Source: an optimization exercise on an open RTL-to-GDS flow (aim: small area, a short achievable clock period and few clock cycles per item). Production flows keep margins and buffers that such runs may drop. Function was checked by simulation only, so behaviour that the tests miss may differ from the original. Power and IR drop assume default switching activity.

run 1:
==> flow/design.v <==
module bls_alu #(
    parameter integer N = 32
) (
    input  wire           clk,
    input  wire           rst,       
    input  wire           start,     
    input  wire [2*N+6:0] iw,        
    output wire           ready,
    output reg            done,
    output reg  [N-1:0]   res,
    output wire [4:0]     flags,     
    output reg  [1:0]     evt,       
    output wire [7:0]     fault,     
    output wire [7:0]     finfo
);
    localparam [3:0] OP_ADD = 4'd0, OP_SUB = 4'd1, OP_MUL = 4'd2, OP_DIV = 4'd3,
                     OP_AND = 4'd4, OP_OR  = 4'd5, OP_XOR = 4'd6, OP_NOT = 4'd7,
                     OP_SHL = 4'd8, OP_SHR = 4'd9, OP_ROL = 4'd10, OP_ROR = 4'd11;
    localparam integer W = N + 4;    
    wire         vop = iw[2*N+6];
    wire         va  = iw[2*N+5];
    wire         vb  = iw[2*N+4];
    wire [3:0]   op  = iw[2*N+3:2*N];
    wire [N-1:0] fa  = iw[2*N-1:N];
    wire [N-1:0] fb  = iw[N-1:0];
    reg          busy;       
    reg          mode_mul;   
    reg  [3:0]   cnt;
    reg  [N-1:0] acc;        
    reg  [N-1:0] opr;        
    reg          dq;         
    reg          c_r, v_r, vsel, zen;
    reg  [1:0]   f_r;
    reg  [3:0]   fi_r;
    assign ready = ~busy;
    assign fault = {6'd0, f_r};
    assign finfo = {4'd0, fi_r};
    assign flags = {^res, res[N-1], v_r | (vsel & |acc), c_r, zen & ~|res};
    wire go     = start & ~busy;
    wire bad1   = ~vop | ~va;
    wire bad2   = (op < OP_NOT) & ~vb;
    wire b_zero = ~|fb;
    wire op_mul = (op == OP_MUL);
    wire op_div = (op == OP_DIV);
    wire op_sub = (op == OP_SUB);
    wire op_sb  = op_sub | op_div;       
    wire [N-1:0] m_a  = opr;
    wire [3:0]   m_b  = res[3:0];
    wire [W-1:0] m_p0 = {4'd0, m_b[0] ? m_a : {N{1'b0}}};
    wire [W-1:0] m_p1 = {3'd0, m_b[1] ? m_a : {N{1'b0}}, 1'b0};
    wire [W-1:0] m_p2 = {2'd0, m_b[2] ? m_a : {N{1'b0}}, 2'b0};
    wire [W-1:0] m_p3 = {1'd0, m_b[3] ? m_a : {N{1'b0}}, 3'b0};
    wire [W-1:0] m_p4 = {4'd0, acc};
    wire [W-1:0] cs1_s = m_p0 ^ m_p1 ^ m_p4;
    wire [W-1:0] cs1_c = {(m_p0[W-2:0] & m_p1[W-2:0]) | (m_p0[W-2:0] & m_p4[W-2:0]) | (m_p1[W-2:0] & m_p4[W-2:0]), 1'b0};
    wire [W-1:0] cs2_s = cs1_s ^ cs1_c ^ m_p2;
    wire [W-1:0] cs2_c = {(cs1_s[W-2:0] & cs1_c[W-2:0]) | (cs1_s[W-2:0] & m_p2[W-2:0]) | (cs1_c[W-2:0] & m_p2[W-2:0]), 1'b0};
    wire [W-1:0] cs3_s = cs2_s ^ cs2_c ^ m_p3;
    wire [W-1:0] cs3_c = {(cs2_s[W-2:0] & cs2_c[W-2:0]) | (cs2_s[W-2:0] & m_p3[W-2:0]) | (cs2_c[W-2:0] & m_p3[W-2:0]), 1'b0};
    wire [N-1:0] d_x1 = {acc[N-2:0], res[N-1]};
    wire [N-1:0] d_d1;
    wire         d_co1;
    bls_alu_add #(.N(N), .L(5)) u_sub (.x(d_x1), .y(dq ? ~opr : opr), .ci(dq), .s(d_d1), .co(d_co1), .c());
    wire         d_q1 = ~d_d1[N-1];
    wire [N-1:0] d_x2 = {d_d1[N-2:0], res[N-2]};
    wire         s_div = busy & ~mode_mul;
    wire         s_csa = busy & mode_mul;
    wire [W-1:0] ad_x = s_div ? {4'd0, d_x2}
                              : (s_csa ? cs3_s : {4'd0, fa});
    wire [W-1:0] ad_y = s_div ? {4'd0, opr ^ {N{d_q1}}}
                              : (s_csa ? cs3_c : {4'd0, op_sb ? ~fb : fb});
    wire         inv  = s_div ? d_q1 : (~busy & op_sb);
    wire [W-1:0] ad;
    wire         ad_co;
    wire [W:0]   ad_c;
    bls_alu_add #(.N(W), .L(6)) u_add (.x(ad_x), .y(ad_y), .ci(inv), .s(ad), .co(ad_co), .c(ad_c));
    wire         d_q2 = ~ad[N-1];
    wire [N-1:0] d_a2 = ad[N-1:0];
    wire [N-1:0] st_hi = mode_mul ? ad[W-1:4] : d_a2;
    wire [N-1:0] st_lo = mode_mul ? {ad[3:0], res[N-1:4]} : {res[N-3:0], d_q1, d_q2};
    wire [N:0]   as_full = {ad_c[N], ad[N-1:0]};    
    wire s_as  = (op[3:1] == 3'd0);                  
    wire s_and = (op == OP_AND), s_or = (op == OP_OR), s_xor = (op == OP_XOR);
    wire s_not = (op == OP_NOT);
    wire s_shl = (op == OP_SHL) | (op == OP_ROL);
    wire s_shr = (op == OP_SHR) | (op == OP_ROR);
    wire [N-1:0] sh_l = {fa[N-2:0], (op == OP_ROL) & fa[N-1]};
    wire [N-1:0] sh_r = {(op == OP_ROR) & fa[0], fa[N-1:1]};
    wire [N-1:0] e_res = ({N{s_as}}         & as_full[N-1:0])
                       | ({N{s_and | s_or}} & (fa & fb))
                       | ({N{s_or | s_xor}} & (fa ^ fb))
                       | ({N{s_not}}        & ~fa)
                       | ({N{s_shl}}        & sh_l)
                       | ({N{s_shr}}        & sh_r);
    wire e_c = ((op == OP_ADD) & as_full[N])
             | (op_sub & (~as_full[N] | b_zero))
             | (s_shl & fa[N-1])
             | (s_shr & fa[0]);
    wire e_v = op_sub & (fa[N-1] ^ fb[N-1]) & ~(as_full[N-1] ^ fb[N-1]);
    wire [1:0] e_evt = {op_div & b_zero, op[3] & op[2]};
    wire a_zero = ~|fa;
    wire d_exact = ~fb[N-1] | ~|fb[N-2:0];
    wire d_skip  = d_exact & ((|fb[N-1:26]) | ~|fa[N-1:6]);
    wire [N-1:0] d_acc0 = d_skip ? {6'd0, fa[N-1:6]} : {N{1'b0}};
    wire [N-1:0] d_res0 = d_skip ? {fa[5:0], 26'd0} : fa;
    wire [3:0]   d_cnt0 = d_skip ? 4'd13 : 4'd0;
    wire d_a_lt_b = ~as_full[N];
    wire iter_start = (op_mul & ~a_zero & ~b_zero) | (op_div & ~b_zero & ~(d_exact & d_a_lt_b));
    wire last = mode_mul ? (cnt == 4'd7) : (cnt == 4'd15);
    always @(posedge clk) begin
        if (rst) begin
            busy  <= 1'b0;
            done  <= 1'b0;
            res   <= {N{1'b0}};
            c_r   <= 1'b0;
            v_r   <= 1'b0;
            vsel  <= 1'b0;
            zen   <= 1'b0;
            evt   <= 2'd0;
            f_r   <= 2'd0;
            fi_r  <= 4'd0;
        end else begin
            done <= 1'b0;
            if (go) begin
                if (bad1) begin
                    f_r  <= 2'd1;
                    fi_r <= {2'd0, ~va, ~vop};
                    done <= 1'b1;
                end else if (bad2) begin
                    f_r  <= 2'd2;
                    fi_r <= op;
                    done <= 1'b1;
                end else begin
                    acc      <= op_mul ? {N{1'b0}} : d_acc0;
                    opr      <= op_mul ? fa : fb;
                    mode_mul <= op_mul;
                    cnt      <= op_mul ? 4'd0 : d_cnt0;
                    dq       <= 1'b1;
                    c_r  <= e_c;
                    v_r  <= e_v;
                    vsel <= 1'b0;
                    zen  <= 1'b1;
                    evt  <= e_evt;
                    f_r  <= 2'd0;
                    fi_r <= 4'd0;
                    res  <= iter_start ? (op_mul ? fb : d_res0) : e_res;
                    busy <= iter_start;
                    done <= ~iter_start;
                end
            end else if (busy) begin
                acc <= st_hi;
                res <= st_lo;
                dq  <= d_q2;
                cnt <= cnt + 1'b1;
                if (last) begin
                    busy <= 1'b0;
                    done <= 1'b1;
                    c_r  <= 1'b0;
                    v_r  <= 1'b0;
                    vsel <= mode_mul;
                    zen  <= 1'b1;
                    evt  <= 2'd0;
                    f_r  <= 2'd0;
                    fi_r <= 4'd0;
                end
            end
        end
    end
endmodule
module bls_alu_add #(
    parameter integer N = 32,
    parameter integer L = 5       
) (
    input  wire [N-1:0] x,
    input  wire [N-1:0] y,
    input  wire         ci,
    output wire [N-1:0] s,
    output wire         co,
    output wire [N:0]   c         
);
    wire [N-1:0] p = x ^ y;
    wire [N-1:0] g = x & y;
    wire [N-1:0] gl [0:L];
    wire [N-1:0] pl [0:L];
    assign gl[0] = g;
    assign pl[0] = p;
    genvar l, i;
    generate
        for (l = 0; l < L; l = l + 1) begin : lv
            for (i = 0; i < N; i = i + 1) begin : bt
                if ((i >> l) & 1) begin : cmb
                    localparam integer J = ((i >> l) << l) - 1;
                    assign gl[l+1][i] = gl[l][i] | (pl[l][i] & gl[l][J]);
                    assign pl[l+1][i] = pl[l][i] & pl[l][J];
                end else begin : pas
                    assign gl[l+1][i] = gl[l][i];
                    assign pl[l+1][i] = pl[l][i];
                end
            end
        end
    endgenerate
    assign c  = {gl[L] | (pl[L] & {N{ci}}), ci};
    assign s  = p ^ c[N-1:0];
    assign co = c[N];
endmodule
==> flow/config.mk <==
export PLATFORM = sky130hd
export DESIGN_NAME = bls_alu
export DESIGN_NICKNAME = bls_alu
export VERILOG_FILES = /design/flow/design.v
export SDC_FILE = /design/flow/constraint.sdc
export NUM_CORES = 4
export LEC_CHECK = 0
export ABC_AREA = 1
export CAP_MARGIN = 20
export CORE_MARGIN = 2
export CORE_UTILIZATION = 40
export PLACE_DENSITY = 0.75
export SETUP_SLACK_MARGIN = 3.5
export SLEW_MARGIN = 20
==> flow/constraint.sdc <==
create_clock -name core_clock -period 10.0 [get_ports {clk}]
set_input_delay 2.0000 -clock core_clock [delete_from_list [all_inputs] [get_ports {clk}]]
set_output_delay 2.0000 -clock core_clock [all_outputs]
set_load 0.01 [all_outputs]
standard.sh (not shown) runs the stock make flow with config.mk's settings and CLKGATE_MAP_FILE= SYNTH_SCRIPT=/design/flow/synth_recipe.tcl, a recipe that flattens the netlist after the stock synthesis.
==> flow/flow/run.sh <==
#!/bin/bash
# The standard layout (the standard.sh, standard synthesis included), with
# plain buf_2 cells as the input and output port buffers instead of the
# clock-delay buffers that buffer_ports picks on its own.
set -euo pipefail
cd "$(dirname "${BASH_SOURCE[0]}")/.."
export BUFFER_PORTS_ARGS="-buffer_cell sky130_fd_sc_hd__buf_2"
bash standard.sh > standard_flow.log 2>&1
Testbench counts of run 1, summed over its fixed seeds: cycles 3,901, instrs 1,600.
--- input diff run 1..run 2 ---
-- flow/design.v --
<<< run 1, line 45
    wire op_sub = (op == OP_SUB);
    wire op_sb  = op_sub | op_div;       
    wire [N-1:0] m_a  = opr;
    wire [3:0]   m_b  = res[3:0];
    wire [W-1:0] m_p0 = {4'd0, m_b[0] ? m_a : {N{1'b0}}};
    wire [W-1:0] m_p1 = {3'd0, m_b[1] ? m_a : {N{1'b0}}, 1'b0};
    wire [W-1:0] m_p2 = {2'd0, m_b[2] ? m_a : {N{1'b0}}, 2'b0};
    wire [W-1:0] m_p3 = {1'd0, m_b[3] ? m_a : {N{1'b0}}, 3'b0};
    wire [W-1:0] m_p4 = {4'd0, acc};
    wire [W-1:0] cs1_s = m_p0 ^ m_p1 ^ m_p4;
    wire [W-1:0] cs1_c = {(m_p0[W-2:0] & m_p1[W-2:0]) | (m_p0[W-2:0] & m_p4[W-2:0]) | (m_p1[W-2:0] & m_p4[W-2:0]), 1'b0};
>>> run 2, line 45
    wire op_sub = (op == OP_SUB);
    wire op_sb  = op_sub | op_div;       
    wire [N-1:0] m_a  = busy ? opr : fa;
    wire [3:0]   m_b  = busy ? res[3:0] : fb[3:0];
    wire [W-1:0] m_p0 = {4'd0, m_b[0] ? m_a : {N{1'b0}}};
    wire [W-1:0] m_p1 = {3'd0, m_b[1] ? m_a : {N{1'b0}}, 1'b0};
    wire [W-1:0] m_p2 = {2'd0, m_b[2] ? m_a : {N{1'b0}}, 2'b0};
    wire [W-1:0] m_p3 = {1'd0, m_b[3] ? m_a : {N{1'b0}}, 3'b0};
    wire [W-1:0] m_p4 = {4'd0, busy ? acc : {N{1'b0}}};
    wire [W-1:0] cs1_s = m_p0 ^ m_p1 ^ m_p4;
    wire [W-1:0] cs1_c = {(m_p0[W-2:0] & m_p1[W-2:0]) | (m_p0[W-2:0] & m_p4[W-2:0]) | (m_p1[W-2:0] & m_p4[W-2:0]), 1'b0};
<<< run 1, line 65
    wire [N-1:0] d_x2 = {d_d1[N-2:0], res[N-2]};
    wire         s_div = busy & ~mode_mul;
    wire         s_csa = busy & mode_mul;
    wire [W-1:0] ad_x = s_div ? {4'd0, d_x2}
                              : (s_csa ? cs3_s : {4'd0, fa});
    wire [W-1:0] ad_y = s_div ? {4'd0, opr ^ {N{d_q1}}}
                              : (s_csa ? cs3_c : {4'd0, op_sb ? ~fb : fb});
    wire         inv  = s_div ? d_q1 : (~busy & op_sb);
    wire [W-1:0] ad;
    wire         ad_co;
>>> run 2, line 65
    wire [N-1:0] d_x2 = {d_d1[N-2:0], res[N-2]};
    wire         s_div = busy & ~mode_mul;
    wire         s_csa = busy ? mode_mul : op_mul;
    wire [W-1:0] ad_x = s_div ? {4'd0, d_x2}
                              : (s_csa ? cs3_s : {4'd0, fa});
    wire [W-1:0] ad_y = s_div ? {4'd0, opr ^ {N{d_q1}}}
                              : (s_csa ? cs3_c : {4'd0, op_sb ? ~fb : fb});
    wire         inv  = s_div ? d_q1 : (~busy & op_sb & ~op_mul);
    wire [W-1:0] ad;
    wire         ad_co;
<<< run 1, line 132
                    done <= 1'b1;
                end else begin
                    acc      <= op_mul ? {N{1'b0}} : d_acc0;
                    opr      <= op_mul ? fa : fb;
                    mode_mul <= op_mul;
                    cnt      <= op_mul ? 4'd0 : d_cnt0;
                    dq       <= 1'b1;
                    c_r  <= e_c;
>>> run 2, line 132
                    done <= 1'b1;
                end else begin
                    acc      <= op_mul ? ad[W-1:4] : d_acc0;
                    opr      <= op_mul ? fa : fb;
                    mode_mul <= op_mul;
                    cnt      <= op_mul ? 4'd1 : d_cnt0;
                    dq       <= 1'b1;
                    c_r  <= e_c;
<<< run 1, line 144
                    f_r  <= 2'd0;
                    fi_r <= 4'd0;
                    res  <= iter_start ? (op_mul ? fb : d_res0) : e_res;
                    busy <= iter_start;
                    done <= ~iter_start;
>>> run 2, line 144
                    f_r  <= 2'd0;
                    fi_r <= 4'd0;
                    res  <= iter_start ? (op_mul ? {ad[3:0], fb[N-1:4]} : d_res0) : e_res;
                    busy <= iter_start;
                    done <= ~iter_start;
<<< run 1, line 183
    wire [N-1:0] gl [0:L];
    wire [N-1:0] pl [0:L];
    assign gl[0] = g;
    assign pl[0] = p;
    genvar l, i;
>>> run 2, line 183
    wire [N-1:0] gl [0:L];
    wire [N-1:0] pl [0:L];
    assign gl[0] = {g[N-1:1], g[0] | (p[0] & ci)};
    assign pl[0] = p;
    genvar l, i;
<<< run 1, line 200
        end
    endgenerate
    assign c  = {gl[L] | (pl[L] & {N{ci}}), ci};
    assign s  = p ^ c[N-1:0];
    assign co = c[N];
>>> run 2, line 200
        end
    endgenerate
    assign c  = {gl[L], ci};
    assign s  = p ^ c[N-1:0];
    assign co = c[N];
### Flow results
Summary of run 2 over run 1: met2 wirelength from detailed routing shows an increase of about 2.4%, proportion of power drawn by the clock network shows a reduction of 5.9 points, slack of the critical path shows a reduction of 0.30 ns, sink count of the clock tree shows no meaningful change.
Run 2 ended up with a lower minimum setup slack after placement than run 1 did.
Total global-route track usage, run 1 and run 2: lower on run 1
From run 1 to run 2 the numbers moved as follows: instance count along the most critical hold path ~0 delta; sum of overflow across all layers after global routing ~0 delta; maximum frequency from static timing analysis -about 5%.
Testbench counts of run 2, summed over its fixed seeds: cycles 3,785, instrs 1,600.

## afterwards: timing with drivers on the ports
The results above use ideal ports. As a check the final layouts listed here were re-extracted and re-timed, cells and wires unchanged.
Step 1 (the two cells are an assumption about what drives the block):
set clk [get_ports {clk}]
set_driving_cell -lib_cell sky130_fd_sc_hd__clkbuf_16 $clk
set_driving_cell -lib_cell sky130_fd_sc_hd__buf_2 [delete_from_list [all_inputs] $clk]
Step 2 moves the port delays by t, midway between the first and last clock arrival at a register: inputs arrive t later, outputs are due t later. That takes back most of the time a late clock gives input paths.
Three values: no drivers, after step 1, after step 2; two values: the first two.
| run | t, ns | setup slack, ns | latest minus earliest clock arrival (ns) |
|---|---|---|---|
| run 1 | 0.480 | 3.881 / 3.881 / 3.438 | 0.014 / 0.015 |
| run 2 | 0.508 | 3.578 / 3.560 / 3.053 | 0.017 / 0.017 |
After both steps every run listed still meets setup and hold. The setup slack of run 2, which loses most, moves by -0.018 ns with the drivers and by -0.525 ns with both steps.
